Context: an optimization exercise on an open-source flow, tuned for small area, a short achievable clock period and few clock cycles per item. The choices shown serve that exercise and are no tape-out recipe. Function was checked by simulation only, so behaviour that the tests miss may differ from the original. No activity file was given, so power comes from the tool's default toggle rates.

==> flow/design.v (excerpt) <==
module lz_compress (
    input  wire        clk,
    input  wire        rst,
    input  wire        start,
    input  wire [12:0] src_len,
    input  wire [12:0] dst_cap,
    output wire        busy,
    output reg         done,
    output wire [7:0]  err_code,
    output wire [12:0] result_len,
    output wire [11:0] src_addr,
    input  wire [7:0]  src_rdata,
    output reg         dst_we,
    output reg  [12:0] dst_addr,
    output reg  [7:0]  dst_wdata,
    output reg  [11:0] head_addr,
    output reg         head_we,
    output reg  [12:0] head_wdata,
    input  wire [12:0] head_rdata,
    output reg  [10:0] chain_addr,
    output reg         chain_we,
    output wire [10:0] chain_wdata,
    input  wire [10:0] chain_rdata
);
    localparam [3:0]
        S_IDLE = 4'd0,
        S_CHK  = 4'd1,
        S_CLR  = 4'd2,
        S_HA   = 4'd3,    
        S_HB   = 4'd4,    
        S_SRCH = 4'd5,    
        S_DEC  = 4'd6,    
        S_T0   = 4'd7,    
        S_T1   = 4'd8,
        S_FIN  = 4'd9;
    reg [3:0]  state;
    reg [1:0]  err;
    reg [12:0] rem;          
    reg [12:0] q;            
  ...
Settings: LEC_CHECK=0, CAP_MARGIN=20, CORE_MARGIN=2, CORE_UTILIZATION=50, CTS_BUF_LIST=sky130_fd_sc_hd__clkbuf_8, CTS_CLUSTER_DIAMETER=40, CTS_CLUSTER_SIZE=12, SLEW_MARGIN=20; clock period 10.0 ns.
standard.sh (not shown) runs the stock make flow with config.mk's settings and CLKGATE_MAP_FILE= SYNTH_SCRIPT=/design/flow/synth_recipe.tcl, a recipe that flattens the netlist after the stock synthesis.
==> flow/flow/run.sh <==
#!/bin/bash
# Standard layout (the standard.sh, standard synthesis), with plain
# buffers (buf_1) on the ports instead of the delay buffers buffer_ports picks
# by default, and timing repair aiming 5.5 ns below the 10 ns clock.
set -euo pipefail
export BUFFER_PORTS_ARGS="-buffer_cell sky130_fd_sc_hd__buf_1"
export SETUP_SLACK_MARGIN=5.5
bash standard.sh > standard.log 2>&1
The starting point completed without violations.
Testbench counts at the start, summed over its fixed seeds: cycles 333,986, bytes 47,585.
Edit:
--- a/flow/config.mk
+++ b/flow/config.mk
@@ -12,2 +12,2 @@
-export CTS_CLUSTER_DIAMETER = 40
-export CTS_CLUSTER_SIZE = 12
+export CTS_CLUSTER_DIAMETER = 60
+export CTS_CLUSTER_SIZE = 20
Setup slack is worse by 0.025 ns.
Non-clock buffer count rises by 5.
Area after synthesis stays the same.
Sequential power hardly moves.
First-iteration DRC count fell by 2.4%.
Sequential share of layout area rises by 0.54 points.
Edit:
--- a/flow/config.mk
+++ b/flow/config.mk
@@ -11,3 +11 @@
-export CTS_BUF_LIST = sky130_fd_sc_hd__clkbuf_8
-export CTS_CLUSTER_DIAMETER = 60
-export CTS_CLUSTER_SIZE = 20
+export CTS_BUF_LIST = sky130_fd_sc_hd__clkbuf_4 sky130_fd_sc_hd__clkbuf_8
Effect:
- final cell count rises slightly
- synthesized cell count does not change
- critical path depth is unchanged
- first-iteration DRC count falls slightly
- utilization rises by 0.71 points
Edit:
--- a/flow/flow/run.sh
+++ b/flow/flow/run.sh
@@ -4 +4 @@
-# by default, and timing repair aiming 5.5 ns below the 10 ns clock.
+# by default, and timing repair aiming 5.75 ns below the 10 ns clock.
@@ -7 +7 @@
-export SETUP_SLACK_MARGIN=5.5
+export SETUP_SLACK_MARGIN=5.75
--- a/flow/config.mk
+++ b/flow/config.mk
@@ -10,2 +10,4 @@
-export CORE_UTILIZATION = 50
-export CTS_BUF_LIST = sky130_fd_sc_hd__clkbuf_4 sky130_fd_sc_hd__clkbuf_8
+export CORE_UTILIZATION = 55
+export CTS_BUF_LIST = sky130_fd_sc_hd__clkbuf_8
+export CTS_CLUSTER_DIAMETER = 60
+export CTS_CLUSTER_SIZE = 20
Result:
- The changed run finished with timing, DRC and antenna clean
- area after synthesis does not change
- utilization goes up by 7.9 points
- count of clock-buffer cells in the layout goes down by 25
- power goes down by 3.3%
- worst setup slack is better by 0.049 ns
- cell area goes up by 2.4%
- combinational power goes up by about 10%
- die area goes down by about 9%
- routed wire length goes up by 0.85%
- via count goes up by 2.1%
- worst hold slack is worse by 0.032 ns

port drivers added, routing unchanged:
In the flow no input, the clock included, has a driving cell. The finished layouts below were timed again as built, in two steps.
Step 1 assumes that a clkbuf_16 drives the clock port and a buf_2 every other input.
Step 2, shift: input delay + t, output delay - t, t = (earliest + latest rising clock arrival at the registers) / 2. This alone moves slack from input paths to output paths.
Three values: ideal ports, drivers, drivers and shift; two values: the first two.
| run | t, ns | setup WS [ns] | worst hold slack (ns) | cell pins on the clock port's net |
|---|---|---|---|---|
| the first run | 0.673 | 5.499 / 5.507 / 4.833 | 0.449 / 0.449 / 0.449 | 1 |
| the second run | 0.661 | 5.474 / 5.482 / 4.821 | 0.455 / 0.455 / 0.455 | 1 |
| the third run | 0.681 | 5.503 / 5.515 / 4.834 | 0.446 / 0.446 / 0.446 | 1 |
| the fourth run | 0.706 | 5.552 / 5.552 / 4.922 | 0.414 / 0.414 / 0.414 | 1 |
After both steps setup and hold are still met in every run listed. The setup slack of the third run, which loses most, moves by +0.012 ns with the drivers and by -0.669 ns with both steps.
